This is an optimization exercise on Yosys and OpenROAD, whose aim is small area, a short achievable clock period and few clock cycles per item, not a production implementation.
RTL that was checked went through simulation tests only; none was proved equivalent to the original.
No functional check of the RTL was part of runs 1 to 4.
Power and IR drop assume default switching activity.

`design/flow/design.v`:
```
module dither_brush_builder (
    input  wire        clk,
    input  wire        rst_n,
    input  wire        cmd_valid,
    output wire        cmd_ready,
    input  wire [63:0] cmd_word,
    input  wire [3:0]  rsel,
    output reg  [31:0] rdata,
    output wire        fb_valid,
    input  wire        fb_ready,
    output wire [31:0] fb_offset,
    output wire [2:0]  fb_bit,
    output wire [3:0]  fb_pixel
);
    function [3:0] bayer(input [1:0] row, input [1:0] col);
        bayer = {col[0] ^ row[0], row[0], col[1] ^ row[1], row[1]};
    endfunction
    function ge_thr(input [3:0] l, input [3:0] b);
        reg g;
        integer i;
        begin
            g = &l & &b;
            for (i = 0; i < 4; i = i + 1)
                g = b[i] ? (l[i] & g) : (l[i] | g);
            ge_thr = g;
        end
    endfunction
    function ge11(input [10:0] a, input [10:0] b);
        reg g;
        integer i;
        begin
            g = 1'b1;
            for (i = 0; i < 11; i = i + 1)
                g = (a[i] & ~b[i]) | ((a[i] | ~b[i]) & g);
            ge11 = g;
        end
    endfunction
    function [31:0] rom(input [3:0] l);
        integer k;
        reg [4:0] kk;
        begin
            for (k = 0; k < 32; k = k + 1) begin
                kk = k;
                rom[k] = ge_thr(l, bayer(kk[4:3], kk[1:0]));
            end
        end
    endfunction
    function [9:0] dstep(input [8:0] r, input [8:0] d);
        reg [9:0] t, df;
        reg bw, dj;
        integer j;
        begin
            t  = {r, 1'b0};
            bw = 1'b0;
            for (j = 0; j < 10; j = j + 1) begin
                dj    = (j < 9) ? d[j] : 1'b0;
                df[j] = t[j] ^ dj ^ bw;
                bw    = (~t[j] & dj) | (~(t[j] ^ dj) & bw);
            end
            dstep = {!bw, bw ? t[8:0] : df[8:0]};
        end
    endfunction
    function [9:0] fstep(input [8:0] r, input [8:0] d);
        reg [9:0] t;
        reg [10:0] bw;      
        reg q;
        integer j;
        begin
            t = {r, 1'b0};
            bw[0] = 1'b0;
            for (j = 0; j < 10; j = j + 1)
                bw[j+1] = (~t[j] & (j < 9 ? d[j] : 1'b0)) |
                          ((~t[j] | (j < 9 ? d[j] : 1'b0)) & bw[j]);
            q = !bw[10];
            for (j = 0; j < 9; j = j + 1)
                fstep[j] = t[j] ^ (q & (d[j] ^ bw[j]));
            fstep[9] = q;
        end
    endfunction
    function [10:0] div2(input [8:0] r, input [8:0] d);
        reg [9:0] s1, s2;
        begin
            s1 = dstep(r, d);
            s2 = fstep(s1[8:0], d);
            div2 = {s1[9], s2[9], s2[8:0]};
        end
    endfunction
    reg        ready_q, fbv_q, exec_q;
    reg        bvalid_q, high_q, pvalid_q, rvalid_q;
    reg [1:0]  ecode_q;           
    reg [2:0]  lastop_q;
    reg [3:0]  lb_q, lg_q, lr_q;  
    reg [3:0]  ls_q;              
    reg [3:0]  bidx_q, pix_q, rlvl_q;
    reg [22:0] off_q;
    reg [2:0]  bit_q;
    reg [1:0]  ty_q;
    reg [8:0]  d_q;
    reg [1:0]  qhb_q, qhg_q, qhr_q;
    reg [8:0]  rmb_q, rmg_q, rmr_q;
    assign cmd_ready = ready_q;
    assign fb_valid  = fbv_q;
    wire [2:0]  op  = cmd_word[2:0];
    wire [7:0]  cb  = cmd_word[15:8];
    wire [7:0]  cg  = cmd_word[23:16];
    wire [7:0]  cr  = cmd_word[31:24];
    wire [15:0] cx  = cmd_word[47:32];
    wire [15:0] cy  = cmd_word[63:48];
    wire illegal  = op[2] & (op[1] | op[0]);
    wire rsv_nz   = |cmd_word[7:3];
    wire no_brush = (op == 3'd3) & !bvalid_q;
    wire [1:0] ecode = illegal ? 2'd1 : rsv_nz ? 2'd2 : no_brush ? 2'd3 : 2'd0;
    wire ok = !illegal & !rsv_nz & !no_brush;
    wire accept = cmd_valid & ready_q;
    wire is_build = ok & !op[2] & !(op[1] & op[0]);    
    wire is_plot  = ok & !op[2] & (op[1] ^ op[0]);     
    wire is_pix   = ok & !op[2] & (op[1] | op[0]);     
    wire is_romrd = ok & op[2];
    wire gt_rg = !ge11({3'd0, cg}, {3'd0, cr});
    wire gt_rb = !ge11({3'd0, cb}, {3'd0, cr});
    wire gt_gb = !ge11({3'd0, cb}, {3'd0, cg});
    wire [7:0] v = (gt_rg & gt_rb) ? cr : (!gt_rg & gt_gb) ? cg : cb;
    wire       high = cr[7] | cg[7] | cb[7];
    wire [8:0] den = high ? {1'b0, v} + 9'd8 : 9'd128;
    wire [3:0] base = high ? {1'b1, cr[7], cg[7], cb[7]} : {1'b0, cr[6], cg[6], cb[6]};
    wire near = (|cr[7:5]) & (|cg[7:5]) & (|cb[7:5]);
    wire [3:0] nbidx = (!high && base == 4'd0 && near) ? 4'h8 : base;
    function [18:0] off_hi(input [15:0] y, input [8:0] xh);
        reg [18:0] a, b, e, s, cc;
        reg c;
        integer i;
        begin
            a  = {3'b0, y};
            b  = {1'b0, y, 2'b0};
            e  = {10'b0, xh};
            s  = a ^ b ^ e;
            cc = ((a & b) | (a & e) | (b & e)) << 1;
            c  = 1'b0;
            for (i = 0; i < 19; i = i + 1) begin
                off_hi[i] = s[i] ^ cc[i] ^ c;
                c = (s[i] & cc[i]) | (s[i] & c) | (cc[i] & c);
            end
        end
    endfunction
    wire [22:0] noff = {off_hi(cy, cx[15:7]), cx[6:3]};
    wire [8:0]  du  = exec_q ? d_q   : den;
    wire [10:0] ub  = div2(exec_q ? rmb_q : {1'b0, cb}, du);
    wire [10:0] ug  = div2(exec_q ? rmg_q : {1'b0, cg}, du);
    wire [10:0] ur  = div2(exec_q ? rmr_q : {1'b0, cr}, du);
    wire [3:0] nlb = {qhb_q, ub[10:9]};
    wire [3:0] nlg = {qhg_q, ug[10:9]};
    wire [3:0] nlr = {qhr_q, ur[10:9]};
    wire [3:0] bn = bayer(ty_q, bit_q[1:0]);
    wire [3:0] tt = (bn == 4'd15) ? 4'd15 : bn + 4'd1;
    reg [9:0] d3;
    reg       c3;
    integer   k3;
    always @(*) begin
        d3[0] = d_q[0];
        c3 = 1'b0;
        for (k3 = 1; k3 < 10; k3 = k3 + 1) begin
            d3[k3] = (k3 < 9 ? d_q[k3] : 1'b0) ^ d_q[k3-1] ^ c3;
            c3 = ((k3 < 9 ? d_q[k3] : 1'b0) & d_q[k3-1]) | (((k3 < 9 ? d_q[k3] : 1'b0) | d_q[k3-1]) & c3);
        end
    end
    wire [10:0] tm = (tt[1:0] == 2'd1) ? {2'b0, d_q} :
                     (tt[1:0] == 2'd2) ? {1'b0, d_q, 1'b0} : {1'b0, d3};
    function fast_ge(input [1:0] qh, input [8:0] rm);
        reg lo;
        begin
            lo = (tt[1:0] == 2'd0) | ge11({rm, 2'b00}, tm);
            fast_ge = (qh > tt[3:2]) | ((qh == tt[3:2]) & lo);
        end
    endfunction
    wire [3:0] plot_pix = {!ge_thr(~ls_q, bn), fast_ge(qhr_q, rmr_q),
                           fast_ge(qhg_q, rmg_q), fast_ge(qhb_q, rmb_q)};
    wire [3:0] samp_pix = {!ge_thr(~ls_q, bn), ge_thr(lr_q, bn), ge_thr(lg_q, bn), ge_thr(lb_q, bn)};
    wire [3:0] pix_new = !lastop_q[1] ? plot_pix : !lastop_q[0] ? bidx_q : samp_pix;
    wire exec_ok = exec_q & (ecode_q == 2'd0);
    wire lvl_en  = exec_ok & !lastop_q[2] & !(lastop_q[1] & lastop_q[0]);
    wire pix_en  = exec_ok & !lastop_q[2] & (lastop_q[1] | lastop_q[0]);
    assign fb_offset = {9'd0, off_q};
    assign fb_bit    = bit_q;
    assign fb_pixel  = exec_q ? pix_new : pix_q;
    always @(posedge clk or negedge rst_n) begin
        if (!rst_n) begin
            ready_q  <= 1'b0;
            fbv_q    <= 1'b0;
            bvalid_q <= 1'b0;
            high_q   <= 1'b0;
            pvalid_q <= 1'b0;
            rvalid_q <= 1'b0;
            ecode_q  <= 2'd0;
            lastop_q <= 3'd0;
        end else if (ready_q) begin
            if (cmd_valid) begin
                ready_q  <= 1'b0;
                fbv_q    <= is_plot;
                lastop_q <= op;
                ecode_q  <= ecode;
                if (is_build) begin
                    bvalid_q <= 1'b1;
                    high_q   <= high;
                end
                if (is_pix)
                    pvalid_q <= 1'b1;
                if (is_romrd)
                    rvalid_q <= 1'b1;
            end
        end else if (fbv_q) begin
            if (fb_ready) begin
                fbv_q   <= 1'b0;
                ready_q <= 1'b1;
            end
        end else begin
            ready_q <= 1'b1;
        end
    end
    always @(posedge clk) begin
        exec_q <= accept;
        d_q   <= den;
        qhb_q <= ub[10:9];
        qhg_q <= ug[10:9];
        qhr_q <= ur[10:9];
        rmb_q <= ub[8:0];
        rmg_q <= ug[8:0];
        rmr_q <= ur[8:0];
        ty_q  <= cy[1:0];
        if (accept && is_build) begin
            ls_q   <= high ? v[6:3] : 4'd0;
            bidx_q <= nbidx;
        end
        if (accept && is_romrd)
            rlvl_q <= cmd_word[11:8];
        if (ready_q) begin
            off_q <= noff;
            bit_q <= cx[2:0];
        end
        if (lvl_en) begin
            lb_q <= nlb;
            lg_q <= nlg;
            lr_q <= nlr;
        end
        if (pix_en)
            pix_q <= pix_new;
    end
    wire [31:0] status = {21'd0, rvalid_q, pvalid_q, lastop_q, 1'b0, ecode_q,
                          (ecode_q != 2'd0), high_q, bvalid_q};
    wire [7:0] sel = {8{!rsel[3]}} & (8'd1 << rsel[2:0]);
    always @(*) begin
        rdata = ({32{sel[0]}} & status)
              | ({32{sel[1]}} & rom(lb_q))
              | ({32{sel[2]}} & rom(lg_q))
              | ({32{sel[3]}} & rom(lr_q))
              | ({32{sel[4]}} & ~rom(~ls_q))
              | ({32{sel[5]}} & {28'd0, bidx_q})
              | ({32{sel[6]}} & {28'd0, pix_q})
              | ({32{sel[7]}} & rom(rlvl_q));
    end
endmodule
```
`design/flow/flow/run.sh`:
```
#!/bin/bash
# Standard ORFS layout (the standard.sh, unchanged synthesis), with the
# port buffers inserted as buf_2 cells instead of the default delay buffers
# and timing repair aimed at a setup margin.
set -euo pipefail
bash standard.sh \
    "BUFFER_PORTS_ARGS=-buffer_cell sky130_fd_sc_hd__buf_2" \
    SETUP_SLACK_MARGIN=14 \
    finish > standard_flow.log 2>&1
```
`design/flow/standard.sh`:
```
#!/bin/bash
# synth_recipe.tcl (not shown) runs the flow's synth.tcl, then flattens the netlist and writes it again
# the make line also repeats each setting of config.mk as NAME=value (left out here)
make -C /OpenROAD-flow-scripts/flow DESIGN_CONFIG=/design/flow/config.mk WORK_HOME=/design/flow/orfs CLKGATE_MAP_FILE= SYNTH_SCRIPT=/design/flow/synth_recipe.tcl "${@:-finish}"
```
`design/flow/config.mk`:
```
export PLATFORM = sky130hd
export DESIGN_NAME = dither_brush_builder
export DESIGN_NICKNAME = dither_brush_builder
export VERILOG_FILES = /design/flow/design.v
export SDC_FILE = /design/flow/constraint.sdc
export NUM_CORES = 4
export LEC_CHECK = 0
export CAP_MARGIN = 20
export CORE_MARGIN = 2
export CORE_UTILIZATION = 55
export SLEW_MARGIN = 20
```
`design/flow/constraint.sdc`:
```
create_clock -name core_clock -period 27.0 [get_ports {clk}]
set_input_delay 5.4000 -clock core_clock [delete_from_list [all_inputs] [get_ports {clk}]]
set_output_delay 5.4000 -clock core_clock [all_outputs]
set_load 0.01 [all_outputs]
```
==> run notes, run 1 <==
Job
Max-cap violations in this run came to 0.

Pwr
The completed layout was analyzed and its total power is just over 1 mW. The internal portion of the total power is around 560 uW. In this run the power density over the cells is 97.3 nW/um2. The share of total power dissipated in sequential elements is 0.251. The share of power burned in the clock network is 0.131. The proportion of power drawn by combinational gates is 0.618. The worst-case IR drop observed on VDD is 0.0825 mV. The switching power share of the total is 0.457. The power dissipated by switching net loads is between 400 and 500 uW. In this run the static leakage power is 4.62 nW.

Synth
Among all cell types in the netlist, the one instantiated most often is sky130_fd_sc_hd__nand2_1. The share of synthesized area in the top cell type comes to 0.176. The top flip-flop cell by instance count after synthesis is sky130_fd_sc_hd__edfxtp_1. The count of yosys warnings during synthesis is 1. The synthesized netlist contains 89 unique library cells. The count of flip-flops with a built-in enable after synthesis is 54.

The total of flip-flops plus latches after synthesis is 110. The post-synthesis async set-or-reset flop share is 0.100. By area the synthesized netlist is led by sky130_fd_sc_hd__edfxtp_1 (18%), sky130_fd_sc_hd__fa_1 (11%), sky130_fd_sc_hd__dfxtp_1 (9.8%), sky130_fd_sc_hd__nand2_1 (5.8%), sky130_fd_sc_hd__inv_1 (3.8%). In this run the cell area of the synthesized design comes to just over 9000 um2. The register area share after synthesis is 0.303. The largest area contributor in the netlist is sky130_fd_sc_hd__edfxtp_1. In the synthesized netlist, the cells that appear most often are sky130_fd_sc_hd__nand2_1 (142), sky130_fd_sc_hd__inv_1 (94), sky130_fd_sc_hd__nor2_1 (74), sky130_fd_sc_hd__a21oi_1 (69), sky130_fd_sc_hd__o21ai_0 (60).

After technology mapping, the gate count stands at 1054. The synthesized area divided by synthesized cell count is between 8 and 9 um2.

Worst setup path
The sort of element at the start of the critical path is an input port. The startpoint identified for the worst register-to-register timing path is exec_q. The required time at the endpoint of the critical path is roughly 22 ns. The critical path starts at rsel[2]. The biggest fanout along the worst timing path is 7.

The number of cells on the worst reg-to-reg path is 30. The endpoint identified for the worst register-to-register timing path is rmg_q[5]. For the worst setup path, the data arrival time is ~7.4 ns.

The worst setup path is of the in2out kind. The kind of end point of the critical path is a primary output. Across all register-to-register paths, the minimum setup slack is 19.26 ns.

Clocking
The H-tree level count is 3. TritonCTS built the clock tree. The later pin in the worst-skew pair is clocked with a latency of 0.36 ns.

The clock drives 110 sinks. The number of buffers on the longest clock path is 2. The clock root buffer is sky130_fd_sc_hd__clkbuf_16. The post-cts hold buffer count is 0. The clock slew seen by the registers of the worst setup and hold paths is 0.08 ns. The total clock buffers created by CTS is 9.

Route
The iteration-0 DRC count of the detailed router is 693. The ratio of routed vias to standard cells is about 6.0. In the final routed layout, each cell accounts on average for 19.8 um. Before antenna repair, the detailed router went through 9 iterations.

After detailed routing, the number of remaining DRC violations is 0. Once detail routing completed, the nets flagged for antenna violations numbered 0. After detailed routing, the total wire length is 27900 um.

The via count is ~8.4k.

Global routing
The via count of the first global-routing pass is roughly 7.8k. In the global route stage, met1 resource usage came out at 0.405. The total routing usage reported by global routing is 0.312.

Entering global routing, the biggest net connects 53 pins. The most crowded layer after global routing is met2. The global-route wire length before repair is 42800 um. In the global route stage, met3 resource usage came out at 0.0575.

The initial antenna violation count is 2. The total congestion overflow is 0. The met2 usage in global routing is 0.516.

Min path
The worst hold endpoint is lg_q[2]. The classification of the worst-slack hold path is reg2reg. Counting instances, the worst hold path has a depth of 0.

The worst hold path begins at qhg_q[0].

Place
The count of input and output buffers is around 140. The instance count after placement with tap cells included is 1369. Routability-driven placement finished with a final weighted congestion of 0.944. Detailed placement finished with a half-perimeter wire length of 21600 um.

Timing
The clock arrives with 0.00827 ns of skew. The number of pins exceeding their max-slew limit in the final report is 0. In the finished design, the share of the clock period the worst path needs comes to 0.474. The final hold violation count is 0.

The remaining max-slew budget at the tightest pin is 0.390. The transition at the pin with the smallest max-transition slack is 0.906 ns. Counting I/O delays and the setup requirement, the final critical path takes ~13 ns. The number of setup violations in the final report is 0. Setup repair after global routing left no endpoint under its margin. Based on the critical path, the design can be clocked at up to approximately 78 MHz. The summed negative setup slack over all endpoints is 0 ns.

Floorplanning
The effective utilization at floorplan is 0.559. The I/O pin count is 145. In this run the standard cell core region covers around 17000 um2.

The number of rows created at floorplan is 47. The chip width is 134 um. The full die area is 17900 um2.

The overall die height is between 100 and 150 um.

Cells and area
The antenna cell count is 0. The storage element area is about 2800 um2. The number of cells in the finished layout apart from fillers is 1408.

The area growth from synthesis to final layout is 15.1%. The final layout contains 1333 nets. The layout has 1460 filler cells. The total area of multi-input combinational cells is 5930 um2. In the final layout, the share of cells above drive strength 1 is 0.221. Once layout is complete, the utilization of the core stands at 0.643.

Outcome
The flow ran to the end and the layout has no timing, DRC or antenna violations.
-- through the flow --
stage | instance area (um2) | worst slack [ns] | hold WS, ns
after floorplan | 9270 | 14.14 | 0.408
after global placement | 9970 | 12.52 | 0.416
after detailed placement | 9970 | 12.51 | 0.415
after CTS | 10400 | 14.02 | 0.429
after global routing | 10600 | 13.93 | 0.447
final | 10600 | 14.19 | 0.426
-- state kept, by name, summed over array words and instances, names as in the netlist, 2 cells and up --
signal	count
qhg_q	2
ls_q	4
qhr_q	2
bidx_q	4
lastop_q	3
lg_q	4
ecode_q	2
lr_q	4
lb_q	4
off_q	23
rmb_q	9
rlvl_q	4
d_q	9
pix_q	4
ty_q	2
qhb_q	2
rmg_q	9
bit_q	3
rmr_q	9
-- power by group through the flow --
stage	combinational, mW	clock (mW)	sequential (mW)
finish	0.640	0.135	0.260
global route	0.704	0.143	0.263
CTS	0.596	0.137	0.258
detailed placement	0.577	0	0.262
global placement	0.568	0	0.262
floorplan	0.441	0	0.253
-- logic make-up after synthesis --
kind of cell	count (synthesis)	share of synthesized area
adder cells (fa/ha/maj)	100	0.173
multiplexers	31	0.0351
XOR/XNOR	41	0.0389
AND/OR/NAND/NOR	340	0.170
AO/OA/AOI/OAI	276	0.205
flip-flops	110	0.303
buffers and inverters	155	0.0745
other	1	0.000406
-- what timing repair did --
item	in CTS	in global routing
pin swaps	7	10
endpoints found under the hold margin	0	0
buffers inserted	10	13
gates resized for setup	15	29
setup endpoints to repair	33	33
-- final cells by class --
cell class / instances / share of cell area
multi-input combinational: 797 / 0.557
sequential: 110 / 0.263
timing repair buffer: 168 / 0.0899
inverter: 97 / 0.0358
tap: 220 / 0.0259
clock buffer: 9 / 0.0212
clock inverter: 7 / 0.00659
-- critical path, stage by stage --
cell	delay [ns]
sky130_fd_sc_hd__buf_2	0.13
sky130_fd_sc_hd__nand2b_1	0.19
sky130_fd_sc_hd__nor3_1	0.58
sky130_fd_sc_hd__nand2_1	0.23
sky130_fd_sc_hd__and3_1	0.25
sky130_fd_sc_hd__nand2_1	0.10
sky130_fd_sc_hd__nor2_1	0.06
sky130_fd_sc_hd__o2111a_1	0.16
sky130_fd_sc_hd__o311ai_0	0.10
sky130_fd_sc_hd__buf_2	0.20
-- per-layer routing --
metal,up-vias,share of wire
li1,3950,-
met1,3969,0.41
met2,398,0.48
met3,76,0.073
met4,2,0.040
met5,-,0.00029
-- placed cells by master (no fill, tap or decap), drive strengths merged, types with 22 or more instances in the layout --
cell / count
inv: 97
fa: 53
nand3: 24
nor2: 75
a21oi: 77
nand2: 144
dfxtp: 45
edfxtp: 54
buf: 168
ha: 25
xnor2: 25
o21ai: 66
maj3: 22
-- worst max-delay path by stage --
stage / end / slack [ns] / depth (start not counted)
floorplan: rmr_q[1] / 14.14 / 33
global placement: rmg_q[0] / 12.52 / 33
detailed placement: rmg_q[0] / 12.51 / 34
CTS: rmr_q[1] / 14.02 / 31
global route: rmb_q[0] / 13.93 / 35
finish: rdata[2] / 14.19 / 10
==> run 2: changes to the inputs <==
==> design/flow/flow/run.sh (replaced) <==
#!/bin/bash
# Standard ORFS layout (the standard.sh, unchanged synthesis), with the
# port buffers inserted as buf_1 cells instead of the default delay buffers
# and timing repair aimed at a setup margin.
set -euo pipefail
bash standard.sh \
    "BUFFER_PORTS_ARGS=-buffer_cell sky130_fd_sc_hd__buf_1" \
    SETUP_SLACK_MARGIN=14 \
    finish > standard_flow.log 2>&1
==> run 2 against run 1 <==
Still clean on timing, DRC and antenna; largest cell class unchanged; combinational power about the same; sequential power about the same; hold slack better by 0.016 ns.
==> run notes, run 2 <==
Pwr
Of the total power, the share spent switching nets is 0.456. The sequential fraction of design power is 0.252. The power dissipated by switching net loads is roughly 470 uW. The maximum VDD drop is between 0.09 and 0.1 mV. The proportion of power drawn by combinational gates is 0.614. For this design the ratio of total power to cell area is 98.8 nW/um2. The internal portion of the total power is around 570 uW. The share of total power dissipated in the clock network is 0.134. The leakage power figure is between 4 and 5 nW.

Cells and area
Of the cells placed in the final design, the portion with a size suffix greater than 1 is 0.122. The area growth from synthesis to final layout is 13.9%. The filler cells instantiated in the layout total about 1.5k. The commonest non-fill, non-tap cell in the layout is sky130_fd_sc_hd__nand2_1. The register name with the most flops is off_q.

The antenna cell count is 0. The layout net count is 1343. The flip-flop count of the largest register after layout is 23.

The library cells used most frequently in the layout, excluding fill and tap cells, are sky130_fd_sc_hd__nand2_1 (140), sky130_fd_sc_hd__buf_1 (125), sky130_fd_sc_hd__inv_1 (90), sky130_fd_sc_hd__nor2_1 (74), sky130_fd_sc_hd__a21oi_1 (64). The number of cells in the finished layout apart from fillers is ~1.4k.

Synth
The mapped cell area is 9240 um2. The largest area contributor in the netlist is sky130_fd_sc_hd__edfxtp_1. Yosys attributes the largest share of cell area to sky130_fd_sc_hd__edfxtp_1 (18%), sky130_fd_sc_hd__fa_1 (11%), sky130_fd_sc_hd__dfxtp_1 (9.8%), sky130_fd_sc_hd__nand2_1 (5.8%), sky130_fd_sc_hd__inv_1 (3.8%). The area fraction of the dominant cell type after synthesis is 0.176. The count of yosys warnings during synthesis is 1. Counting distinct cell types in the post-synthesis netlist gives between 80 and 90.

By count the netlist is led by sky130_fd_sc_hd__nand2_1 (142), sky130_fd_sc_hd__inv_1 (94), sky130_fd_sc_hd__nor2_1 (74), sky130_fd_sc_hd__a21oi_1 (69), sky130_fd_sc_hd__o21ai_0 (60). The synthesized area divided by synthesized cell count is 8.77 um2. After synthesis the netlist holds a flip-flop and latch count of 110. The share of the Yosys chip area taken by registers is 0.303.

The number of instances in the synthesized netlist is 1054. The most frequent cell after synthesis is sky130_fd_sc_hd__nand2_1. The post-synthesis async set-or-reset flop share is 0.100. The count of flip-flops with a built-in enable after synthesis is 54.

Among all flip-flop cells after synthesis, the most frequent one is sky130_fd_sc_hd__edfxtp_1.

Clocking
TritonCTS built the clock tree. The clock sink count is 110. The tree is rooted in a sky130_fd_sc_hd__clkbuf_16.

The H-tree was split into 3 levels. The post-cts hold buffer count is 0. The total clock buffers created by CTS is 9. The clock slew seen by the registers of the worst setup and hold paths is 0.08 ns. Clock latency on the worst-skew pair, taken at its later pin, is 0.37 ns. The number of buffers on the longest clock path is 2.

Global routing
The via count of the first global-routing pass is 7957. Summed over all layers, the global routing overflow is 0. The total routing usage reported by global routing is 0.313. Entering global routing, the biggest net connects 53 pins.

The initial antenna violation count was 0. The first global-routing pass estimated approximately 43000 um of wire.

Worst setup path
The kind of cell adding the most delay to the critical path is simple AND/OR/NAND/NOR gates. The largest incremental delay on the critical path is 0.53 ns. The critical path contains buffers and inverters numbering 2 combined. The cell type of the slowest stage on the worst timing path is sky130_fd_sc_hd__nor3_1. STA classifies the critical path endpoint as a primary output. The biggest fanout along the worst timing path is 7.

The worst setup path is of the in2out kind. STA puts the critical path data arrival time at 7.45 ns. The sort of element at the start of the critical path is an input port. Traced cell by cell, the critical path runs through buf_1 > nand2b_1 > nor3_1 > and2_1 > nand2_1 > o221ai_1 > a21o_1 > buf_1. The dominant cell type by count on the critical path is sky130_fd_sc_hd__buf_1.

The required time at the endpoint of the critical path is 21.60 ns.

Timing
Timing would allow up to 77.8 MHz. The fraction of the cycle the final worst path needs is 0.476. The number of pins exceeding their max-slew limit in the final report is 0.

The setup skew after layout is 0.00785 ns. Setup repair after global routing could not meet its margin everywhere. The final hold violation count is 0. The transition at the pin with the smallest max-transition slack is approximately 0.9 ns. Summed over all failing endpoints, the final setup total negative slack is 0 ns.

The remaining max-slew budget at the tightest pin is 0.379. The number of setup violations in the final report is 0. The worst path needs 12.85 ns of the cycle, external delays included.

Floorplanning
The full die area is 17900 um2. The number of rows created at floorplan is 47. From bottom edge to top edge, the die measures 134 um.

The effective utilization at floorplan is 0.559. During I/O placement, the number of pins put on the boundary was 145. The total area inside the core boundary comes to 16500 um2. The chip width is 134 um.

Place
The count of input and output buffers is ~140. The congestion estimate from routability-driven global placement came to 0.925. Detailed placement finished with a half-perimeter wire length of roughly 22000 um. The instance count after placement with tap cells included is 1368.

Route
After detailed routing, the total wire length is 27800 um. The iteration-0 DRC count of the detailed router is 642. Summing over every cut layer, the via total after detailed routing is 8434. In this run the remaining antenna-violating nets after routing total 0. The DRC violations left is 0. The mean routed wirelength per cell is 19.6 um. The pre-antenna-repair detailed-routing pass consisted of 5 iterations. The ratio of routed vias to standard cells is 5.95.

Job
Across the run, the number of max-cap violations was 0.

Outcome
The run finished with no timing, DRC or antenna violations.

Min path
The classification of the worst-slack hold path is reg2reg.
## run 2: cell counts after synthesis
No cell type changed its count.
## run 2: layout make-up
class	instances	area [um2]	share of cell area
multi-input combinational	797	5900	0.561
sequential	110	2800	0.266
timing repair buffer	178	858	0.0816
inverter	97	380	0.0361
tap	220	275	0.0262
clock buffer	9	225	0.0214
clock inverter	7	86.3	0.00820
## run 2: repair_timing
item,in CTS,in global routing
pin swaps,8,13
buffers inserted,16,18
resized for setup,24,25
endpoints found under the setup margin,33,35
## run 2: path summary, 6_finish.rpt
path,start,end,slack (ns),depth (start not counted)
setup / recovery,rsel[0],rdata[10],14.15,8
hold / removal,qhg_q[0],lg_q[2],0.44,0
setup reg to reg,exec_q,rmg_q[1],19.30,29
hold reg to reg,qhg_q[0],lg_q[2],0.44,0
max in group asynchronous,rst_n,fbv_q,21.64,1
min in group asynchronous,rst_n,lastop_q[0],4.99,1
## run 2: cell families (layout without fill, tap and decap cells)
group,after synthesis,after routing,synth area share
adder cells (fa/ha/maj),100,100,0.173
buffers and inverters,155,291,0.0745
AND/OR/NAND/NOR,340,340,0.170
flip-flops,110,110,0.303
XOR/XNOR,41,41,0.0389
AO/OA/AOI/OAI,276,276,0.205
other,1,9,0.000406
multiplexers,31,31,0.0351
## run 2: power groups by stage
stage	clock, mW	combinational (mW)	sequential, mW
after floorplan	0	0.441	0.253
after global placement	0	0.562	0.264
after detailed placement	0	0.570	0.264
after CTS	0.141	0.593	0.260
after global routing	0.146	0.702	0.265
final	0.139	0.638	0.262
## run 2: worst register-to-register path, delay by kind of cell (launching register included)
kind,cells,cell delay (ns)
adder cells (fa/ha/maj),9,3.10
flip-flops,1,0.31
buffers and inverters,6,0.89
AO/OA/AOI/OAI,9,2.32
AND/OR/NAND/NOR,5,1.00
## run 2: layer usage
layer	track usage	vias up	wire length, um	part of all wire
li1	-	3966	-	-
met1	0.404	4032	11500	0.41
met2	0.526	367	13600	0.49
met3	0.0453	69	1760	0.063
met4	0.135	0	993	0.036
met5	0	-	0	0
## run 2: metrics by stage
stage | utilization | hold slack (ns) | area [um2] | power, mW | worst slack (ns)
floorplan | - | 0.408 | 9270 | 0.694 | 14.14
global placement | 0.593 | 0.419 | 9800 | 0.826 | 12.40
detailed placement | 0.593 | 0.423 | 9800 | 0.834 | 12.19
CTS | 0.623 | 0.440 | 10300 | 0.995 | 14.04
global route | 0.637 | 0.454 | 10500 | 1.11 | 13.95
finish | 0.637 | 0.441 | 10500 | 1.04 | 14.15
==> run 3: changes to the inputs <==
--- a/design/flow/flow/run.sh
+++ b/design/flow/flow/run.sh
@@ -6,4 +6,4 @@
 bash standard.sh \
     "BUFFER_PORTS_ARGS=-buffer_cell sky130_fd_sc_hd__buf_1" \
-    SETUP_SLACK_MARGIN=14 \
+    SETUP_SLACK_MARGIN=14.4 \
     finish > standard_flow.log 2>&1
==> run 3 against run 2 <==
Routed wire length increased by 3.7%; clock power increased by 6%; non-clock buffer count up 10.
==> run notes, run 3 <==
Place
The HPWL after detailed placement is 22100 um. The final weighted congestion in routability-driven placement is 0.912. Input and output buffers added on the ports amount to roughly 140.

Floorplanning
The floorplan step defined a core boundary enclosing 16500 um2. The floorplan step set the die height to 134 um. The die is around 130 um wide. The effective utilization at floorplan is 0.559.

The full die area is ~18000 um2. The I/O pin count is roughly 150. The number of rows created at floorplan is 47.

Worst setup path
In this run the worst setup path terminates at rdata[0]. Counting cells, the worst reg-to-reg path comes to 29. The launching point of the worst reg2reg path is exec_q. The type of the worst setup path is in2out. The sort of element at the start of the critical path is an input port.

The biggest fanout along the worst timing path is 11. The worst register-to-register path ends at rmg_q[1]. Tracing the worst setup path back leads to its startpoint at rsel[1].

STA puts the critical path data arrival time at roughly 7.1 ns. STA classifies the critical path endpoint as a primary output. Setup slack on the worst reg-to-reg path comes out at 19.57 ns.

The required time at the endpoint of the critical path is 21.60 ns.

Synth
After technology mapping, the gate count stands at 1054. Of the synthesized area, sequential elements account for 0.303. The largest area contributor in the netlist is sky130_fd_sc_hd__edfxtp_1. Counting flops and latches in the post-synthesis netlist gives 110. By area the synthesized netlist is led by sky130_fd_sc_hd__edfxtp_1 (18%), sky130_fd_sc_hd__fa_1 (11%), sky130_fd_sc_hd__dfxtp_1 (9.8%), sky130_fd_sc_hd__nand2_1 (5.8%), sky130_fd_sc_hd__inv_1 (3.8%).

Summing every instance area after synthesis gives slightly above 9000 um2. The count of unique library cells instantiated by Yosys is 89. The count of yosys warnings during synthesis is 1. Counting flops with a built-in enable in the synthesized netlist gives 54. In the synthesized netlist the async set-or-reset flop fraction comes to 0.100. Counting instances in the post-synthesis netlist gives the leading cell types as sky130_fd_sc_hd__nand2_1 (142), sky130_fd_sc_hd__inv_1 (94), sky130_fd_sc_hd__nor2_1 (74), sky130_fd_sc_hd__a21oi_1 (69), sky130_fd_sc_hd__o21ai_0 (60). The area fraction of the dominant cell type after synthesis is 0.176.

For this run, the leading register cell type out of synthesis is sky130_fd_sc_hd__edfxtp_1. The synthesized area divided by synthesized cell count is about 8.8 um2. sky130_fd_sc_hd__nand2_1 is the most common cell in the netlist.

Timing
After routing, the total negative slack on setup checks comes to 0 ns. Setup repair after global routing left no endpoint under its margin. The time the worst path needs with I/O delays and setup is 12.53 ns. Based on the critical path, the design can be clocked at up to ~80 MHz.

The number of pins exceeding their max-slew limit in the final report is 0. For the pin with the worst max-slew slack, the measured transition is around 0.88 ns. The final hold violation count came to 0.

Setup violations remaining at the end of the flow were counted as 0. The setup skew after layout is 0.0131 ns. Dividing the final minimum period by the clock period gives 0.464.

The worst pin sits at a relative slew slack of 0.406.

Global routing
Entering global routing, the biggest net connects between 50 and 60 pins. The initial antenna violation count is 0. For this run the aggregate overflow at the end of global routing stands at 0. The via count of the first global-routing pass came to a little over 8k. The global-route wire length before repair is 44400 um. Across every metal layer, demand over resource in global routing totals 0.324.

Clocking
The tree is rooted in a sky130_fd_sc_hd__clkbuf_16. The clock slew seen by the registers of the worst setup and hold paths is 0.08 ns. The post-cts hold buffer count is 0.

Buffers inserted during clock tree synthesis total 9. TritonCTS built the clock tree. The number of buffers on the longest clock path is 2. The H-tree level count is 3.

The clock latency of the later-clocked register in the worst-skew pair is roughly 0.37 ns. The clock sink count is 110.

Cells and area
In the final layout, the share of cells above drive strength 1 is 0.168. Leaving out fill and tap cells, the most frequent cells in the layout are sky130_fd_sc_hd__nand2_1 (138), sky130_fd_sc_hd__buf_1 (118), sky130_fd_sc_hd__inv_1 (88), sky130_fd_sc_hd__nor2_1 (70), sky130_fd_sc_hd__a21oi_1 (62). The final core utilization is 0.659.

The library cell used most frequently in the layout, excluding fill and tap cells, is sky130_fd_sc_hd__nand2_1. The antenna cell count is 0. The flip-flop count of the largest register after layout is 23. The area growth from synthesis to final layout is 18.0%. The register name with the most flops is off_q. For this run, the post-layout net count is about 1.4k.

Route
Once detail routing completed, the nets flagged for antenna violations numbered 0. Across all layers, the routed design uses 8611 vias. Dividing the detail-routed wire length by the instance count gives 20.2 um.

The final wirelength is 28900 um. For this run, the detailed router's first-pass iteration total came to 5. The iteration-0 DRC count of the detailed router is 804. After detailed routing, the number of remaining DRC violations is 0. The ratio of routed vias to standard cells is 6.03.

Job
The max-capacitance violation count is 0.

Min path
In this run the worst hold path is classified as reg2reg.

Pwr
In this run the power density over the cells is 100 nW/um2. The maximum VDD drop is ~0.12 mV. For this design the static power due to leakage is 4.41 nW.

Outcome
The flow ran to the end and the layout has no timing, DRC or antenna violations.
==> run 3: worst min-delay path by stage <==
stage	startpoint	endpoint	slack, ns	depth (start not counted)
final	qhb_q[0]	lb_q[2]	0.43	0
after global routing	qhb_q[0]	lb_q[2]	0.44	0
after detailed placement	qhb_q[0]	lb_q[2]	0.42	0
after CTS	qhb_q[0]	lb_q[2]	0.44	0
after global placement	qhb_q[0]	lb_q[2]	0.43	0
after floorplan	qhb_q[0]	lb_q[2]	0.41	0
==> run 3: worst max-delay path, cell delays in order <==
cell	delay [ns]
sky130_fd_sc_hd__clkbuf_4	0.18
sky130_fd_sc_hd__nor2b_2	0.19
sky130_fd_sc_hd__and2_4	0.17
sky130_fd_sc_hd__nand2_2	0.10
sky130_fd_sc_hd__and3_4	0.21
sky130_fd_sc_hd__nand2_1	0.06
sky130_fd_sc_hd__nor3_1	0.41
sky130_fd_sc_hd__o311ai_0	0.22
sky130_fd_sc_hd__buf_1	0.17
==> run 3: final cells by class <==
| type | instances | area [um2] |
|---|---|---|
| clock buffer | 9 | 225 |
| multi-input combinational | 797 | 6160 |
| tap | 220 | 275 |
| fill | 1455 | 5630 |
| sequential | 110 | 2800 |
| clock inverter | 7 | 101 |
| timing repair buffer | 188 | 952 |
| inverter | 97 | 385 |
==> run 3: timing repair <==
| item | 4_1_cts | 5_1_grt |
|---|---|---|
| resized for setup | 66 | 49 |
| buffers inserted | 29 | 16 |
| pin swaps | 14 | 26 |
| endpoints found under the setup margin | 47 | 38 |
==> run 3: cells by family after synthesis <==
logic type | share of synthesized area
buf+inv | 0.0745
simple gates | 0.170
mux | 0.0351
other cells | 0.000406
xor+xnor | 0.0389
compound gates | 0.205
flops | 0.303
fa+ha+maj | 0.173
==> run 3: through the flow <==
| stage | std cells | setup WS, ns | total power, mW | hold WS, ns | area [um2] |
|---|---|---|---|---|---|
| floorplan | 1062 | 14.41 | 0.695 | 0.408 | 9280 |
| global placement | 1367 | 12.34 | 0.831 | 0.431 | 9800 |
| detailed placement | 1367 | 12.24 | 0.840 | 0.424 | 9800 |
| CTS | 1412 | 14.41 | 1.04 | 0.436 | 10600 |
| global route | 1428 | 14.31 | 1.17 | 0.443 | 10900 |
| finish | 1428 | 14.47 | 1.09 | 0.431 | 10900 |
==> run 3: layer usage <==
| layer | vias up | share of wire | global-route usage |
|---|---|---|---|
| li1 | 3980 | - | - |
| met1 | 4076 | 0.40 | 0.411 |
| met2 | 459 | 0.50 | 0.553 |
| met3 | 96 | 0.064 | 0.0373 |
| met4 | 0 | 0.044 | 0.155 |
| met5 | - | 0 | 0 |
==> run 3: where the power goes <==
part | internal [mW] | switching, mW
Combinational | 0.289 | 0.395
Sequential | 0.228 | 0.0348
Clock | 0.0754 | 0.0722
==> run 4: changes to the inputs <==
--- a/design/flow/design.v
+++ b/design/flow/design.v
@@ -90,5 +90,6 @@
     reg [1:0]  ecode_q;           
     reg [2:0]  lastop_q;
-    reg [3:0]  lb_q, lg_q, lr_q;  
+    reg [3:0]  la_q, lb_q, lm_q;
+    reg [1:0]  mx_q;
     reg [3:0]  ls_q;              
     reg [3:0]  bidx_q, pix_q, rlvl_q;
@@ -97,6 +98,8 @@
     reg [1:0]  ty_q;
     reg [8:0]  d_q;
-    reg [1:0]  qhb_q, qhg_q, qhr_q;
-    reg [8:0]  rmb_q, rmg_q, rmr_q;
+    reg [1:0]  qha_q, qhb_q;
+    reg [3:0]  mlv_q;
+    reg [1:0]  smx_q;
+    reg [8:0]  rma_q, rmb_q;
     assign cmd_ready = ready_q;
     assign fb_valid  = fbv_q;
@@ -120,5 +123,9 @@
     wire gt_rb = !ge11({3'd0, cb}, {3'd0, cr});
     wire gt_gb = !ge11({3'd0, cb}, {3'd0, cg});
-    wire [7:0] v = (gt_rg & gt_rb) ? cr : (!gt_rg & gt_gb) ? cg : cb;
+    wire sel_r = gt_rg & gt_rb;
+    wire sel_b = !sel_r & !(!gt_rg & gt_gb);
+    wire [7:0] v = sel_r ? cr : !sel_b ? cg : cb;
+    wire [7:0] ca = sel_r ? cg : cr;
+    wire [7:0] cc = sel_b ? cg : cb;
     wire       high = cr[7] | cg[7] | cb[7];
     wire [8:0] den = high ? {1'b0, v} + 9'd8 : 9'd128;
@@ -145,10 +152,11 @@
     wire [22:0] noff = {off_hi(cy, cx[15:7]), cx[6:3]};
     wire [8:0]  du  = exec_q ? d_q   : den;
-    wire [10:0] ub  = div2(exec_q ? rmb_q : {1'b0, cb}, du);
-    wire [10:0] ug  = div2(exec_q ? rmg_q : {1'b0, cg}, du);
-    wire [10:0] ur  = div2(exec_q ? rmr_q : {1'b0, cr}, du);
+    wire [10:0] ua  = div2(exec_q ? rma_q : {1'b0, ca}, du);
+    wire [10:0] ub  = div2(exec_q ? rmb_q : {1'b0, cc}, du);
+    wire [3:0] nla = {qha_q, ua[10:9]};
     wire [3:0] nlb = {qhb_q, ub[10:9]};
-    wire [3:0] nlg = {qhg_q, ug[10:9]};
-    wire [3:0] nlr = {qhr_q, ur[10:9]};
+    wire [3:0] lr = mx_q[1] ? lm_q : la_q;
+    wire [3:0] lg = mx_q[1] ? la_q : mx_q[0] ? lb_q : lm_q;
+    wire [3:0] lbl = mx_q[0] ? lm_q : lb_q;
     wire [3:0] bn = bayer(ty_q, bit_q[1:0]);
     wire [3:0] tt = (bn == 4'd15) ? 4'd15 : bn + 4'd1;
@@ -173,7 +181,12 @@
         end
     endfunction
-    wire [3:0] plot_pix = {!ge_thr(~ls_q, bn), fast_ge(qhr_q, rmr_q),
-                           fast_ge(qhg_q, rmg_q), fast_ge(qhb_q, rmb_q)};
-    wire [3:0] samp_pix = {!ge_thr(~ls_q, bn), ge_thr(lr_q, bn), ge_thr(lg_q, bn), ge_thr(lb_q, bn)};
+    wire pa = fast_ge(qha_q, rma_q);
+    wire pb = fast_ge(qhb_q, rmb_q);
+    wire pm = ge_thr(mlv_q, bn);
+    wire [3:0] plot_pix = {!ge_thr(~ls_q, bn),
+                           smx_q[1] ? pm : pa,
+                           smx_q[1] ? pa : smx_q[0] ? pb : pm,
+                           smx_q[0] ? pm : pb};
+    wire [3:0] samp_pix = {!ge_thr(~ls_q, bn), ge_thr(lr, bn), ge_thr(lg, bn), ge_thr(lbl, bn)};
     wire [3:0] pix_new = !lastop_q[1] ? plot_pix : !lastop_q[0] ? bidx_q : samp_pix;
     wire exec_ok = exec_q & (ecode_q == 2'd0);
@@ -220,10 +233,10 @@
         exec_q <= accept;
         d_q   <= den;
+        qha_q <= ua[10:9];
         qhb_q <= ub[10:9];
-        qhg_q <= ug[10:9];
-        qhr_q <= ur[10:9];
+        rma_q <= ua[8:0];
         rmb_q <= ub[8:0];
-        rmg_q <= ug[8:0];
-        rmr_q <= ur[8:0];
+        mlv_q <= high ? 4'd15 : v[6:3];
+        smx_q <= {sel_r, sel_b};
         ty_q  <= cy[1:0];
         if (accept && is_build) begin
@@ -238,7 +251,8 @@
         end
         if (lvl_en) begin
+            la_q <= nla;
             lb_q <= nlb;
-            lg_q <= nlg;
-            lr_q <= nlr;
+            lm_q <= mlv_q;
+            mx_q <= smx_q;
         end
         if (pix_en)
@@ -250,7 +264,7 @@
     always @(*) begin
         rdata = ({32{sel[0]}} & status)
-              | ({32{sel[1]}} & rom(lb_q))
-              | ({32{sel[2]}} & rom(lg_q))
-              | ({32{sel[3]}} & rom(lr_q))
+              | ({32{sel[1]}} & rom(lbl))
+              | ({32{sel[2]}} & rom(lg))
+              | ({32{sel[3]}} & rom(lr))
               | ({32{sel[4]}} & ~rom(~ls_q))
               | ({32{sel[5]}} & {28'd0, bidx_q})
--- a/design/flow/flow/run.sh
+++ b/design/flow/flow/run.sh
@@ -6,4 +6,4 @@
 bash standard.sh \
     "BUFFER_PORTS_ARGS=-buffer_cell sky130_fd_sc_hd__buf_1" \
-    SETUP_SLACK_MARGIN=14.4 \
+    SETUP_SLACK_MARGIN=14 \
     finish > standard_flow.log 2>&1
==> run 4 against run 3 <==
Clock skew fell by 0.0056 ns; still clean on timing, DRC and antenna; routed wire length is 7.9% lower; sequential power is 7.6% lower; core utilization decreased by 1.2 points.
==> run notes, run 4 <==
Outcome
The run finished with no timing, DRC or antenna violations.

Global routing
The global-route wire length before repair is 41100 um. The total congestion overflow is 0. The via count of the first global-routing pass is 7695. Entering global routing, the biggest net connects 40 pins. The total routing usage reported by global routing is 0.300. The initial antenna violation count is 0.

Worst setup path
The sort of element at the start of the critical path is an input port. The endpoint arrival time on the critical path is 7.46 ns. The required time at the endpoint of the critical path is 21.60 ns. In this run the critical register-to-register path is captured at rmb_q[1]. The biggest fanout along the worst timing path is 8. Measured in cells, the most critical reg-to-reg path has a length of 31. The type of the worst setup path is in2out. The launching point of the worst reg2reg path is exec_q. STA classifies the critical path endpoint as a primary output. For flop-to-flop paths, the worst setup slack is 19.52 ns.

Synth
After synthesis, the most frequently instantiated cells are sky130_fd_sc_hd__nand2_1 (101), sky130_fd_sc_hd__inv_1 (89), sky130_fd_sc_hd__nor2_1 (74), sky130_fd_sc_hd__a21oi_1 (57), sky130_fd_sc_hd__edfxtp_1 (56). Of the post-synthesis cell area, the part taken by muxes is 0.0536. The count of unique library cells instantiated by Yosys is 87. By area the synthesized netlist is led by sky130_fd_sc_hd__edfxtp_1 (19%), sky130_fd_sc_hd__fa_1 (10%), sky130_fd_sc_hd__dfxtp_1 (8.9%), sky130_fd_sc_hd__mux2i_1 (4.2%), sky130_fd_sc_hd__nand2_1 (4.2%). Of all cell types, the one taking the most synthesized area is sky130_fd_sc_hd__edfxtp_1. The fraction of the mapped netlist area in compound gates is 0.201. The XOR/XNOR share of the synthesized area is 0.0283.

The area fraction of the dominant cell type after synthesis is 0.187. Of the total synthesized cell area, the portion taken by AND, OR, NAND and NOR gates is 0.167. Dividing the synthesized area by the synthesized cell count gives 8.90 um2.

The mapped cell area is 8990 um2. The combinational family with the most area after synthesis is compound AO/OA/AOI/OAI gates. The count of yosys warnings during synthesis is 1. The count of flip-flops with a built-in enable after synthesis is 56.

The most frequent cell after synthesis is sky130_fd_sc_hd__nand2_1. For this run, asynchronously set or reset flops after synthesis account for 0.103. For this run, the register share of the synthesized area comes to 0.307.

After synthesis the netlist holds a flip-flop and latch count of 107. Of the total synthesized cell area, the portion taken by full adders, half adders and majority gates is 0.169. The top flip-flop cell by instance count after synthesis is sky130_fd_sc_hd__edfxtp_1. The number of instances in the synthesized netlist is 1010.

Route
The detail route stage leaves a number of antenna-violating nets equal to 0. The final wirelength is between 20000 and 30000 um. In the routed design, unresolved DRC markers number 0.

The ratio of routed vias to standard cells is 5.98. The routed layout has 8162 vias. The iteration-0 DRC count of the detailed router is 841. The mean routed wirelength per cell is between 15 and 20 um.

The length of the first detailed-routing pass in iterations is 5.

Floorplanning
The floorplan step set the die width to ~130 um. In this run the vertical extent of the chip is 132 um. The I/O pin count is 145.

The die covers 17400 um2. The effective utilization at floorplan is 0.564. The core outline area is 15900 um2. The initialized floorplan defines 46 standard-cell rows.

Clocking
The clock slew seen by the registers of the worst setup and hold paths is 0.08 ns. Clock tree synthesis found a total of 107 sinks. The clock tree from TritonCTS is built. The clock passes through at most 2 buffers. CTS placed an instance of sky130_fd_sc_hd__clkbuf_16 at the clock tree root. The post-cts hold buffer count is 0. At the later pin of the worst-skew pair, clock insertion delay measures 0.36 ns. The total clock buffers created by CTS is 9. CTS built an H-tree with a depth of 3.

Min path
Counting instances, the worst hold path has a depth of 0. In this run the worst hold path is classified as reg2reg. For hold timing, the worst endpoint is lb_q[2]. The critical hold path startpoint is qhb_q[0].

Place
Including well taps, the total number of placed cells is 1320. The count of buffers added on input and output ports is 135. The final weighted congestion in routability-driven placement is 0.984. After legalization and detailed placement, the total HPWL measured 20800 um.

Timing
Across the routed clock network, the largest skew measured is 0.00748 ns. The final hold violation count came to 0. The remaining max-slew budget at the tightest pin is 0.372. Setup violations remaining at the end of the flow were counted as 0. Across all hold checks on the routed design, the worst slack comes to 0.463 ns. The worst path in the final design needs a cycle of 12.86 ns, including I/O delays and setup. For the pin with the worst max-slew slack, the measured transition is 0.935 ns. The highest clock frequency the design can meet is 77.7 MHz.

The number of pins exceeding their max-slew limit in the final report was 0. Setup repair after global routing could not meet its margin everywhere. The summed negative setup slack over all endpoints is 0 ns. The fraction of the cycle the final worst path needs is 0.476.

Cells and area
The area growth from synthesis to layout is 14.8%. Counting flops per register, the top entry is off_q. The count of fill cells added during filler insertion is ~1.4k. The final core utilization is 0.647. The library cell used most frequently in the layout, excluding fill and tap cells, is sky130_fd_sc_hd__buf_1. The register with the most flip-flops in the layout has 23 of them. The layout net count is 1284. The number of cells in the finished layout apart from fillers is ~1.4k. Of the cells placed in the final design, the portion with a size suffix greater than 1 is 0.115.

0 antenna diodes ended up in the layout. Leaving out fill and tap cells, the most frequent cells in the layout are sky130_fd_sc_hd__buf_1 (127), sky130_fd_sc_hd__nand2_1 (100), sky130_fd_sc_hd__inv_1 (88), sky130_fd_sc_hd__nor2_1 (73).

Pwr
The maximum VDD drop is between 0.08 and 0.09 mV. The power density normalized to cell area is 85.7 nW/um2. The leakage power figure is approximately 4.2 nW.

Job
The max-capacitance violation count is 0.
run 4: worst max-delay path: stages:
cell,delay (ns)
sky130_fd_sc_hd__buf_1,0.23
sky130_fd_sc_hd__nand2b_4,0.23
sky130_fd_sc_hd__nor2_1,0.11
sky130_fd_sc_hd__nand2_1,0.14
sky130_fd_sc_hd__nor2_1,0.07
sky130_fd_sc_hd__a211o_1,0.26
sky130_fd_sc_hd__nor4_1,0.34
sky130_fd_sc_hd__o21ai_0,0.23
sky130_fd_sc_hd__a211o_1,0.32
sky130_fd_sc_hd__buf_1,0.13
run 4: worst max path at each step:
stage                       startpoint  endpoint  cells past startpoint
after floorplan           cmd_word[29]  rmb_q[3]                     40
after global placement    cmd_word[22]  rmb_q[0]                     37
after detailed placement  cmd_word[26]  rmb_q[0]                     37
after CTS                 cmd_word[20]  rmb_q[0]                     37
after global routing      cmd_word[28]  rmb_q[1]                     37
final                          rsel[3]  rdata[1]                     10
run 4: power breakdown:
part           switching, mW  internal [mW]  leakage [nW]  total [mW]
logic                  0.281          0.214          3.05       0.495
clock network         0.0709         0.0757         0.160       0.147
registers             0.0293          0.213          1.00       0.243
total                  0.381          0.503          4.21       0.885
run 4: final cells by class:
class,instances,area (um2),share of cell area
clock buffers,9,225,0.0218
repair buffers,165,742,0.0719
inverters,96,378,0.0366
flip-flops and latches,107,2760,0.267
well taps,216,270,0.0262
multi-input cells,765,5840,0.566
clock inverters,7,108,0.0104
run 4: per-layer routing:
metal | share of wire | GRT usage | routed length, um | vias to the layer above
met5 | 0 | 0 | 0 | -
met4 | 0.036 | 0.115 | 951 | 0
met3 | 0.058 | 0.0473 | 1550 | 62
met2 | 0.49 | 0.507 | 12900 | 356
met1 | 0.42 | 0.390 | 11200 | 3872
li1 | - | - | - | 3872
run 4: per-stage QoR:
stage / worst slack (ns) / instance area [um2] / power (mW)
after detailed placement: 12.84 / 9550 / 0.680
after global placement: 12.75 / 9550 / 0.674
after global routing: 13.87 / 10300 / 0.948
final: 14.14 / 10300 / 0.885
after floorplan: 14.06 / 9020 / 0.574
after CTS: 14.01 / 9960 / 0.836
run 4: logic make-up (layout without fill, tap and decap cells):
| group | Yosys count | after routing |
|---|---|---|
| AOI/OAI and AO/OA | 260 | 261 |
| xor gates and xnor gates | 29 | 29 |
| adders and majority gates | 100 | 101 |
| buffers and inverters | 150 | 277 |
| DFF | 107 | 107 |
| muxes | 47 | 47 |
| other | 1 | 9 |
| and+or+nand+nor | 316 | 318 |
run 4: repair_timing:
item / CTS / global route
resized for setup: 14 / 38
gates cloned: 0 / 4
hold endpoints to repair: 0 / 0
setup buffers: 4 / 21
pin swaps: 0 / 12
setup endpoints to repair: 20 / 29
==> run 5: changes to the inputs <==
--- a/design/flow/design.v
+++ b/design/flow/design.v
@@ -90,7 +90,7 @@
     reg [1:0]  ecode_q;           
     reg [2:0]  lastop_q;
-    reg [3:0]  la_q, lb_q, lm_q;
+    reg [3:0]  la_q, lb_q;
     reg [1:0]  mx_q;
-    reg [3:0]  ls_q;              
+    reg [3:0]  vl_q;
     reg [3:0]  bidx_q, pix_q, rlvl_q;
     reg [22:0] off_q;
@@ -99,6 +99,4 @@
     reg [8:0]  d_q;
     reg [1:0]  qha_q, qhb_q;
-    reg [3:0]  mlv_q;
-    reg [1:0]  smx_q;
     reg [8:0]  rma_q, rmb_q;
     assign cmd_ready = ready_q;
@@ -156,4 +154,6 @@
     wire [3:0] nla = {qha_q, ua[10:9]};
     wire [3:0] nlb = {qhb_q, ub[10:9]};
+    wire [3:0] ls_q = high_q ? vl_q : 4'd0;
+    wire [3:0] lm_q = high_q ? 4'd15 : vl_q;
     wire [3:0] lr = mx_q[1] ? lm_q : la_q;
     wire [3:0] lg = mx_q[1] ? la_q : mx_q[0] ? lb_q : lm_q;
@@ -183,9 +183,9 @@
     wire pa = fast_ge(qha_q, rma_q);
     wire pb = fast_ge(qhb_q, rmb_q);
-    wire pm = ge_thr(mlv_q, bn);
+    wire pm = ge_thr(lm_q, bn);
     wire [3:0] plot_pix = {!ge_thr(~ls_q, bn),
-                           smx_q[1] ? pm : pa,
-                           smx_q[1] ? pa : smx_q[0] ? pb : pm,
-                           smx_q[0] ? pm : pb};
+                           mx_q[1] ? pm : pa,
+                           mx_q[1] ? pa : mx_q[0] ? pb : pm,
+                           mx_q[0] ? pm : pb};
     wire [3:0] samp_pix = {!ge_thr(~ls_q, bn), ge_thr(lr, bn), ge_thr(lg, bn), ge_thr(lbl, bn)};
     wire [3:0] pix_new = !lastop_q[1] ? plot_pix : !lastop_q[0] ? bidx_q : samp_pix;
@@ -237,9 +237,8 @@
         rma_q <= ua[8:0];
         rmb_q <= ub[8:0];
-        mlv_q <= high ? 4'd15 : v[6:3];
-        smx_q <= {sel_r, sel_b};
         ty_q  <= cy[1:0];
         if (accept && is_build) begin
-            ls_q   <= high ? v[6:3] : 4'd0;
+            vl_q   <= v[6:3];
+            mx_q   <= {sel_r, sel_b};
             bidx_q <= nbidx;
         end
@@ -253,6 +252,4 @@
             la_q <= nla;
             lb_q <= nlb;
-            lm_q <= mlv_q;
-            mx_q <= smx_q;
         end
         if (pix_en)
--- a/design/flow/config.mk
+++ b/design/flow/config.mk
@@ -8,4 +8,4 @@
 export CAP_MARGIN = 20
 export CORE_MARGIN = 2
-export CORE_UTILIZATION = 55
+export CORE_UTILIZATION = 62
 export SLEW_MARGIN = 20
==> run 5 against run 4 <==
Register-to-register slack improved by 0.38 ns; still clean; final area down 3.5%; fmax shrank 0.46%.
==> run notes, run 5 <==
Cells and area
After filler insertion, the fill cell instance count of the layout stands at ~1.1k. Measured on the finished design, the core utilization comes to 0.720. The register with the most flip-flops in the final layout is off_q. The register with the most flip-flops in the layout has 23 of them. The commonest non-fill, non-tap cell in the layout is sky130_fd_sc_hd__buf_1. The antenna cell count is 0. The layout net count is 1277. The top cell types in the final layout, fill and taps aside, are sky130_fd_sc_hd__buf_1 (129), sky130_fd_sc_hd__nand2_1 (103), sky130_fd_sc_hd__inv_1 (90), sky130_fd_sc_hd__nor2_1 (89), sky130_fd_sc_hd__a21oi_1 (61). The share of cells above drive strength 1 is 0.115. From synthesis to final layout, the design area changed by 14.2%.

Synth
The share of the Yosys chip area taken by registers is 0.289. The average instance in the mapped netlist occupies around 8.7 um2. The number of instances in the synthesized netlist is approximately 1k.

The most frequent cell after synthesis is sky130_fd_sc_hd__nand2_1. Summed over all instances, the cell type with the most area after synthesis is sky130_fd_sc_hd__edfxtp_1. By count the netlist is led by sky130_fd_sc_hd__nand2_1 (103), sky130_fd_sc_hd__inv_1 (90), sky130_fd_sc_hd__nor2_1 (90), sky130_fd_sc_hd__a21oi_1 (63), sky130_fd_sc_hd__edfxtp_1 (52). For this run, the leading register cell type out of synthesis is sky130_fd_sc_hd__edfxtp_1. The count of yosys warnings during synthesis is 1.

Of the post-synthesis cell area, the dominant cell type holds 0.179. In this run, synthesis inferred 52 flip-flops with an integrated enable. The mapped cell area is just under 9000 um2. The post-synthesis async set-or-reset flop share is 0.113. After synthesis the netlist holds a flip-flop and latch count of 97. By area the synthesized netlist is led by sky130_fd_sc_hd__edfxtp_1 (18%), sky130_fd_sc_hd__fa_1 (10%), sky130_fd_sc_hd__dfxtp_1 (7.8%), sky130_fd_sc_hd__nand2_1 (4.4%), sky130_fd_sc_hd__inv_1 (3.9%).

The count of unique library cells instantiated by Yosys is 92.

Clocking
The clock slew seen by the registers of the worst setup and hold paths is 0.07 ns. CTS saw 97 sinks. The clock passes through at most 2 buffers.

TritonCTS built the clock tree. Clock latency on the worst-skew pair, taken at its later pin, is roughly 0.35 ns. The number of clock buffers added by TritonCTS is 9. The clock tree synthesis step divided the H-tree into 3 levels.

The clock root buffer is sky130_fd_sc_hd__clkbuf_16.

Worst setup path
STA classifies the critical path endpoint as a primary output. The worst setup path is of the in2out kind. The launching point of the worst reg2reg path is exec_q. The biggest fanout along the worst timing path is 10. Data on the critical path is required at its endpoint by 21.60 ns.

The endpoint arrival time on the critical path is 7.52 ns. The worst register-to-register path ends at rmb_q[8]. The register-to-register path setup slack is 19.90 ns. In this run the worst setup path terminates at rdata[2]. Counting cells, the worst reg-to-reg path comes to 30.

The sort of element at the start of the critical path is an input port. The critical path launch point is rsel[2].

Outcome
The flow ran to the end and the layout has no timing, DRC or antenna violations.

Floorplanning
The full die area is roughly 15000 um2. For this configuration, the core starts out at a cell density of 0.630. The chip width is 123 um. For this design the top-level I/O count stands at 145. The number of rows created at floorplan is 43. The overall die height is 123 um.

The region available for standard cell placement spans 13800 um2.

Place
The count of input and output buffers is 135. Summed over all nets, the half-perimeter wirelength after detailed placement is just over 20000 um. The worst-case setup slack after placement is 12.48 ns. At the end of routability-driven placement, the weighted congestion stood at roughly 1.0.

Route
The detail route stage leaves a number of antenna-violating nets equal to 0. The final wirelength is 26600 um. The detailed router finished its first iteration with 769 violations. The first detailed-routing pass took 6 iterations. After detailed routing, the average wire length per cell comes to 20.1 um.

After detailed routing, the number of vias per cell comes to 6.30. The DRC violations left is 0. The via count is 8323.

Timing
The clock period could shrink to 12.92 ns. Between clock sinks in the finished design, the worst skew comes to just over 0.006 ns. The number of pins exceeding their max-slew limit in the final report was 0. The number of setup violations in the final report is 0.

The transition at the pin with the smallest max-transition slack is ~1.1 ns. Final hold analysis gives a worst-case slack of 0.437 ns. In the finished design, the share of the clock period the worst path needs comes to 0.479. The worst path meets setup with 14.08 ns of slack. The final hold violation count is 0. The highest clock frequency the design can meet is about 77 MHz.

The worst pin sits at a relative slew slack of 0.258. Setup repair after global routing left no endpoint under its margin. The summed negative setup slack over all endpoints is 0 ns.

Min path
The classification of the worst-slack hold path is reg2reg.

Pwr
The leakage power figure is 4.09 nW. The design draws 875 uW. VDD sags by at most 0.0869 mV. Power spread over the standard cell area amounts to 87.9 nW/um2.

Global routing
The via count of the first global-routing pass is 7729. The global-route wire length before repair is 40900 um. The largest net degree at the start of global routing is just over 50.

The total routing usage reported by global routing is 0.358. The total congestion overflow is 0. The initial antenna violation count is 0.

Job
The max-capacitance violation count is 0.
run 5: kinds of logic (layout without fill, tap and decap cells):
kind of cell             count (synthesis)  in the layout  synth area share
buffers and inverters                  159            288            0.0779
multiplexers                            32             32            0.0379
AO/OA/AOI/OAI                          270            270             0.225
other                                    1              9          0.000430
XOR/XNOR                                27             27            0.0271
flip-flops                              97             97             0.289
adder cells (fa/ha/maj)                 93             93             0.166
AND/OR/NAND/NOR                        326            326             0.177
run 5: worst max-delay path: stages:
cell and delay, ns:
sky130_fd_sc_hd__buf_1 0.30, sky130_fd_sc_hd__nor4b_1 0.55, sky130_fd_sc_hd__nand3_1 0.35, sky130_fd_sc_hd__o21ai_0 0.24
sky130_fd_sc_hd__a211oi_1 0.09, sky130_fd_sc_hd__o2111ai_1 0.25, sky130_fd_sc_hd__a221o_1 0.19, sky130_fd_sc_hd__buf_1 0.15
run 5: worst min path at each step:
stage          slack [ns]  cells past startpoint     start       to
5_1_grt              0.45                      0  qhb_q[1]  lb_q[3]
2_1_floorplan        0.41                      0  qha_q[0]  la_q[2]
3_3_place_gp         0.42                      0  qhb_q[0]  lb_q[2]
3_5_place_dp         0.43                      0  qhb_q[0]  lb_q[2]
6_report             0.44                      0  qhb_q[0]  lb_q[2]
4_1_cts              0.44                      0  qhb_q[1]  lb_q[3]
run 5: routing by layer:
metal | GRT usage | share of wire
met1 | 0.471 | 0.40
met2 | 0.582 | 0.48
met3 | 0.0576 | 0.079
met4 | 0.165 | 0.045
met5 | 0 | 0
run 5: metrics by stage:
step | instance area (um2) | cells
global placement | 9220 | 1273
floorplan | 8750 | 1013
global route | 9960 | 1322
finish | 9960 | 1322
CTS | 9700 | 1303
detailed placement | 9220 | 1273
run 5: repair_timing:
action                                  in CTS  in global routing
hold buffers                                 0                  0
gates resized for setup                     17                 29
buffers inserted                            14                 19
pin swaps                                    4                 11
endpoints found under the setup margin      22                 24
run 5: final cells by class:
type	count	area [um2]	area share
multi-input cells	757	5730	0.576
flip-flops and latches	97	2520	0.253
repair buffers	175	818	0.0822
inverters	97	372	0.0373
clock buffers	10	229	0.0230
well taps	180	225	0.0226
clock inverters	6	63.8	0.00641
run 5: power breakdown:
part	leakage [nW]	total (mW)	switching (mW)	internal, mW
Clock	0.143	0.132	0.0598	0.0722
Sequential	0.921	0.224	0.0262	0.198
Combinational	3.03	0.519	0.290	0.228
Testbench counts of run 5, summed over its fixed seeds: cycles 24,016, items 12,000.
==> run 6: changes to the inputs <==
--- a/design/flow/config.mk
+++ b/design/flow/config.mk
@@ -8,4 +8,4 @@
 export CAP_MARGIN = 20
 export CORE_MARGIN = 2
-export CORE_UTILIZATION = 62
+export CORE_UTILIZATION = 55
 export SLEW_MARGIN = 20
==> run 6 against run 5 <==
Still clean; cell count up 1.6%; non-clock buffer count down 15; die area is 12% higher; first-iteration DRC count up 0.26%; clock power is essentially flat; clock skew decreased by 0.0011 ns; core utilization is 9.0 points lower; synthesized cell count is the same; count of clock-buffer cells in the layout rose by 1; power decreased by 1.9%; sequential share of layout area increased by 0.16 points; critical path type unchanged; critical endpoint is now rdata[3]; largest cell class unchanged; largest power group unchanged.
==> run notes, run 6 <==
Outcome
The run finished with no timing, DRC or antenna violations.

Floorplanning
The die is ~130 um tall. The I/O pin count is 145. The core region is roughly 16000 um2. The number of rows created at floorplan is 46.

The full die area is between 15000 and 20000 um2.

Clocking
The tree is rooted in a sky130_fd_sc_hd__clkbuf_16. The total clock buffers created by CTS is 9. The clock sink count is 97.

Synth
The largest area contributor in the netlist is sky130_fd_sc_hd__edfxtp_1. The top flip-flop cell by instance count after synthesis is sky130_fd_sc_hd__edfxtp_1. In this run, synthesis produced a sequential element count of 97. Counting flops with a built-in enable in the synthesized netlist gives 52.

In the post-synthesis netlist, the cell with the most instances is sky130_fd_sc_hd__nand2_1. By area the synthesized netlist is led by sky130_fd_sc_hd__edfxtp_1 (18%), sky130_fd_sc_hd__fa_1 (10%), sky130_fd_sc_hd__dfxtp_1 (7.8%), sky130_fd_sc_hd__nand2_1 (4.4%), sky130_fd_sc_hd__inv_1 (3.9%). The register area share after synthesis is 0.289. The number of instances in the synthesized netlist is 1005.

In the synthesized netlist, the cells that appear most often are sky130_fd_sc_hd__nand2_1 (103), sky130_fd_sc_hd__inv_1 (90), sky130_fd_sc_hd__nor2_1 (90), sky130_fd_sc_hd__a21oi_1 (63), sky130_fd_sc_hd__edfxtp_1 (52). The area fraction of the dominant cell type after synthesis is 0.179.

Pwr
The maximum VDD drop is 0.0787 mV. The switching power share of the total is 0.438. The power dissipated by switching net loads is roughly 380 uW. The power density normalized to cell area is ~87 nW/um2. The share of total power dissipated in the clock network is 0.151. Cell internal power was estimated by the tool at 483 uW.

Timing
The final hold violation count is 0. The highest clock frequency the design can meet is between 70 and 80 MHz. The setup skew after layout is 0.00504 ns.

The number of setup violations in the final report is 0.

Worst setup path
Data arrives at the worst endpoint at around 7.5 ns. The sort of element at the start of the critical path is an input port. The worst setup path is captured at a primary output. The required time at the endpoint of the critical path is 21.60 ns. The type of the worst setup path is in2out.

Min path
The worst hold path passes through 0 cells.

Route
Dividing the detail-routed via count by the number of cells gives between 5 and 6. After detailed routing, the average wire length per cell comes to 19.5 um. The post-detailed-route count of antenna-violating nets is 0. The via count is 8031. Before antenna repair, the detailed router went through 6 iterations. The detailed router finished its first iteration with 771 violations.

Global routing
The via count of the first global-routing pass is 7492.

Cells and area
The share of cells above drive strength 1 is 0.105. The register name with the most flops is off_q. Once layout is done, the placed cells without fillers occupy about 9900 um2.

The antenna cell count is 0.

Place
The final weighted congestion in routability-driven placement is 0.975. Timing analysis after detailed placement gives a worst setup slack of 12.53 ns. The area after detailed placement is 9260 um2.
==> run 6: repair_timing <==
item	in CTS	in global routing
resized for setup	14	32
pin swaps	3	9
hold buffers	0	0
buffers inserted	10	8
setup endpoints to repair	22	28
==> run 6: layout make-up <==
class	instances	area, um2
Clock inverter	5	48.8
Clock buffer	11	243
Tap cell	216	270
Fill cell	1415	5820
Inverter	97	374
Sequential cell	97	2520
Multi-Input combinational cell	757	5740
Timing Repair Buffer	160	706
==> run 6: path summary, 6_finish.rpt <==
check	slack, ns	endpoint	startpoint
min in group asynchronous	5.04	fbv_q	rst_n
setup reg to reg	19.98	rmb_q[8]	exec_q
hold / removal	0.45	la_q[3]	qha_q[1]
setup / recovery	14.10	rdata[3]	rsel[1]
max in group asynchronous	21.54	high_q	rst_n
hold reg to reg	0.45	la_q[3]	qha_q[1]
==> run 6: cells by family after synthesis <==
family	share of synthesized area
XOR/XNOR	0.0271
AND/OR/NAND/NOR	0.177
AO/OA/AOI/OAI	0.225
adder cells (fa/ha/maj)	0.166
other	0.000430
multiplexers	0.0379
flip-flops	0.289
buffers and inverters	0.0779
==> run 6: per-stage QoR <==
step / utilization / std cells
3_3_place_gp: 0.589 / 1308
3_5_place_dp: 0.589 / 1308
4_1_cts: 0.617 / 1334
5_1_grt: 0.630 / 1343
6_report: 0.630 / 1343
2_1_floorplan: - / 1013
==> run 6: critical path: stages <==
cell and delay, ns:
sky130_fd_sc_hd__buf_1 0.29, sky130_fd_sc_hd__nand2b_1 0.19, sky130_fd_sc_hd__or2_2 0.38, sky130_fd_sc_hd__a21oi_1 0.27
sky130_fd_sc_hd__o21ai_0 0.27, sky130_fd_sc_hd__o221ai_1 0.36, sky130_fd_sc_hd__a221o_1 0.19, sky130_fd_sc_hd__buf_1 0.15
==> run 6: metal layers <==
| metal | up-vias | routed length [um] | global-route usage |
|---|---|---|---|
| li1 | 3775 | - | - |
| met1 | 3792 | 11100 | 0.420 |
| met2 | 395 | 12200 | 0.508 |
| met3 | 69 | 1640 | 0.0402 |
| met4 | 0 | 1220 | 0.158 |
| met5 | - | 0 | 0 |
==> run 6: power groups by stage <==
stage | clock [mW] | sequential (mW) | combinational, mW
after floorplan | 0 | 0.220 | 0.351
after global routing | 0.136 | 0.227 | 0.555
final | 0.130 | 0.224 | 0.504
after global placement | 0 | 0.226 | 0.443
after detailed placement | 0 | 0.226 | 0.454
after CTS | 0.132 | 0.223 | 0.481

Setup slack of run 6, layout unchanged: 14.099 ns with ideal ports, 14.067 ns with driving cells assumed (clock clkbuf_16, inputs buf_2), 13.953 ns with port delays also shifted by the 0.399 ns mid clock arrival.
